This is an optimization exercise on Yosys and OpenROAD, whose aim is small area, a short achievable clock period and few clock cycles per item, not a production implementation.
Only simulation tests tie the RTL to the original design; equivalence was not proved.
Power and IR drop assume default switching activity. No driver is modelled on the clock port, so clocking that relies on it looks cheaper here than on a real chip.

== gamma ==
## rbs_rx
module rbs_rx (
    input  wire       clk,
    input  wire       rst,         
    input  wire [7:0] my_addr,     
    input  wire       rx_valid,
    input  wire [7:0] rx_data,
    output wire       rx_ready,
    output wire       rd_valid,
    output wire [7:0] rd_data,
    input  wire       rd_ready,
    output reg        evt_valid,
    output reg  [2:0] evt_kind,
    output reg  [7:0] evt_src,
    output reg  [7:0] evt_seq,
    output reg  [7:0] evt_len
);
Size: ~58 I/O pins.
Settings: LEC_CHECK=0, ABC_CLOCK_PERIOD_IN_PS=3500, CAP_MARGIN=20, CORE_MARGIN=2, CORE_UTILIZATION=55, PLACE_DENSITY=0.7, SLEW_MARGIN=20, SYNTH_MEMORY_MAX_BITS=8192; clock period 10.0 ns.
standard.sh (not shown) runs the stock make flow with config.mk's settings and CLKGATE_MAP_FILE= SYNTH_SCRIPT=/design/flow/synth_recipe.tcl, a recipe that flattens the netlist after the stock synthesis.
==> flow/flow/run.sh <==
#!/bin/bash
# Own flow: the standard layout, with the timing repair aimed at a
# shorter period than the 10 ns clock, larger clock sink clusters and no
# dummy loads in the clock tree.
set -euo pipefail
MARGIN=$(cat flow/margin.txt)
bash standard.sh \
  SETUP_SLACK_MARGIN="$MARGIN" \
  "CTS_ARGS=-sink_clustering_enable -repair_clock_nets -dont_use_dummy_load -sink_clustering_size 30 -sink_clustering_max_diameter 80" \
  finish > orfs_flow.log 2>&1
==> flow/flow/margin.txt <==
6.6
Testbench counts of gamma, summed over its fixed seeds: cycles 68,034, frames 960.
Inputs modified between gamma and delta:
==> flow/flow/run.sh <==
#!/bin/bash
# Own flow: the standard layout, with the timing repair aimed at a
# shorter period than the 10 ns clock and no dummy loads in the clock tree.
set -euo pipefail
MARGIN=$(cat flow/margin.txt)
bash standard.sh \
  SETUP_SLACK_MARGIN="$MARGIN" \
  "CTS_ARGS=-sink_clustering_enable -repair_clock_nets -dont_use_dummy_load" \
  finish > orfs_flow.log 2>&1
--- outcome ---
Proportion of cell area occupied by multi-input gates came out lower on delta than on gamma.
delta went all the way through synthesis, placement and routing and the layout is clean on timing, DRC and antenna.
gamma finished all stages; the layout is clean.
Max time the final worst path needs with I/O delays and setup across delta and gamma: delta
gamma reports its topmost layer with routed signal wires as met4 while delta reports met5.
The total power after layout in gamma is 0.842 times that in delta.
In delta relative to gamma, maximum frequency had gone down slightly.
gamma -> delta: internal power consumption increased by more than 10%
From gamma to delta the numbers moved as follows: met3 track demand over resource in global routing went up, total vias in the final route went up, leftover overflow at the end of global routing did not really move, wire length went up.


rbs_rx, a different RTL version from the one above (not shown whole).
For scale: roughly 8400 cells after synthesis, roughly 58 I/O pins, ~140000 um2 of cells after synthesis.
export LEC_CHECK = 0
export ABC_CLOCK_PERIOD_IN_PS = 3500
export CAP_MARGIN = 20
export CORE_MARGIN = 2
export CORE_UTILIZATION = 55
export PLACE_DENSITY = 0.7
export SLEW_MARGIN = 20
export SYNTH_MEMORY_MAX_BITS = 8192
create_clock -name core_clock -period 10.0 [get_ports {clk}]
==> flow/flow/run.sh <==
#!/bin/bash
# Own flow: the standard layout, with the timing repair aimed at a
# shorter period than the 10 ns clock, larger clock sink clusters and no
# dummy loads in the clock tree.
set -euo pipefail
MARGIN=$(cat flow/margin.txt)
bash standard.sh \
  SETUP_SLACK_MARGIN="$MARGIN" \
  "CTS_ARGS=-sink_clustering_enable -repair_clock_nets -dont_use_dummy_load -sink_clustering_size 30 -sink_clustering_max_diameter 80" \
  finish > orfs_flow.log 2>&1
==> flow/flow/margin.txt <==
6.8
Testbench counts at the start, summed over its fixed seeds: cycles 68,034, frames 960.
Next try:
==> flow/flow/run.sh (replaced) <==
#!/bin/bash
# Own flow: the standard layout, with the timing repair aimed at a
# shorter period than the 10 ns clock, larger clock sink clusters, no dummy
# loads in the clock tree, and the flip-flops that drive output ports placed
# next to the ports' buffers.
set -euo pipefail
MARGIN=$(cat flow/margin.txt)
KNOBS=(SETUP_SLACK_MARGIN="$MARGIN"
  "CTS_ARGS=-sink_clustering_enable -repair_clock_nets -dont_use_dummy_load -sink_clustering_size 30 -sink_clustering_max_diameter 80")
bash standard.sh "${KNOBS[@]}" place > orfs_place.log 2>&1
RESULTS=$PWD/orfs/results/$FLOW_PLATFORM/rbs_rx/base openroad -no_init -exit flow/place_out.tcl > place_out.log 2>&1
bash standard.sh "${KNOBS[@]}" finish > orfs_finish.log 2>&1
==> flow/flow/place_out.tcl (new file) <==
# Move each flip-flop that drives an output port's buffer next to that
# buffer, then legalize: the register-to-port paths then have no long wire.
read_db $::env(RESULTS)/3_place.odb
set block [ord::get_db_block]
set moved 0
foreach bterm [$block getBTerms] {
  if {[$bterm getIoType] != "OUTPUT"} { continue }
  set net [$bterm getNet]
  set buf ""
  foreach it [$net getITerms] { if {[$it isOutputSignal]} { set buf [$it getInst] } }
  if {$buf == ""} { continue }
  set in_net ""
  foreach it [$buf getITerms] { if {[$it isInputSignal]} { set in_net [$it getNet] } }
  if {$in_net == ""} { continue }
  set ff ""
  foreach it [$in_net getITerms] { if {[$it isOutputSignal]} { set ff [$it getInst] } }
  if {$ff == ""} { continue }
  if {![string match "*__df*" [[$ff getMaster] getName]]} { continue }
  set loc [$buf getLocation]
  $ff setLocation [lindex $loc 0] [lindex $loc 1]
  incr moved
}
puts "moved $moved flip-flops next to their output buffers"
detailed_placement
check_placement
write_db $::env(RESULTS)/3_place.odb
Effect: Sequential power stays flat; wire length hardly moves; register-to-register slack got worse by 0.06 ns; flip-flop and latch count stays the same; synthesized area stays the same; utilization hardly moves; maximum frequency rises by a few percent; power is about the same.
Next try:
==> flow/flow/run.sh (replaced) <==
#!/bin/bash
# Own flow: the standard layout, with the timing repair aimed at a
# shorter period than the 10 ns clock, larger clock sink clusters and no
# dummy loads in the clock tree.
set -euo pipefail
MARGIN=$(cat flow/margin.txt)
bash standard.sh \
  SETUP_SLACK_MARGIN="$MARGIN" \
  "CTS_ARGS=-sink_clustering_enable -repair_clock_nets -dont_use_dummy_load -sink_clustering_size 30 -sink_clustering_max_diameter 80" \
  finish > orfs_flow.log 2>&1
==> flow/flow/margin.txt (replaced) <==
6.6
removed: flow/flow/place_out.tcl
=> The new run ran to the end with no violations. Setup slack is worse by 0.12 ns. Via count barely changes. Synthesized cell count stays the same. Count of clock-buffer cells in the layout stays the same. First-iteration DRC count grows by 0.85%.

-- port drivers added, routing unchanged --
No port has a modelled driver above. Below, the same layouts with a new extraction and two added sets of constraints. Step 1: set_driving_cell puts a clkbuf_16 on clk and a buf_2 on each other input, an assumption about the parent block. Step 2 times the ports against the registers' clock, not the clock port: input delays grow and output delays shrink by t, the midpoint of the rising clock arrivals with the driver on. a / b / c = no drivers / after step 1 / after step 2; a / b = the first two.
run	t (ns)	setup WS [ns]	slew at the worst register clock pin (ns)
gamma	0.942	6.454 / 6.361 / 5.717	0.12 / 0.12
delta	1.028	6.414 / 6.321 / 5.676	0.07 / 0.07
the first run of note 2	0.938	6.587 / 6.497 / 6.014	0.11 / 0.11
the second run of note 2	0.940	6.681 / 6.589 / 5.870	0.11 / 0.11
the third run of note 2	0.955	6.557 / 6.464 / 5.705	0.11 / 0.11
After both steps setup and hold are still met in every run listed. The setup slack of the third run of note 2, which loses most, moves by -0.093 ns with the drivers and by -0.852 ns with both steps.
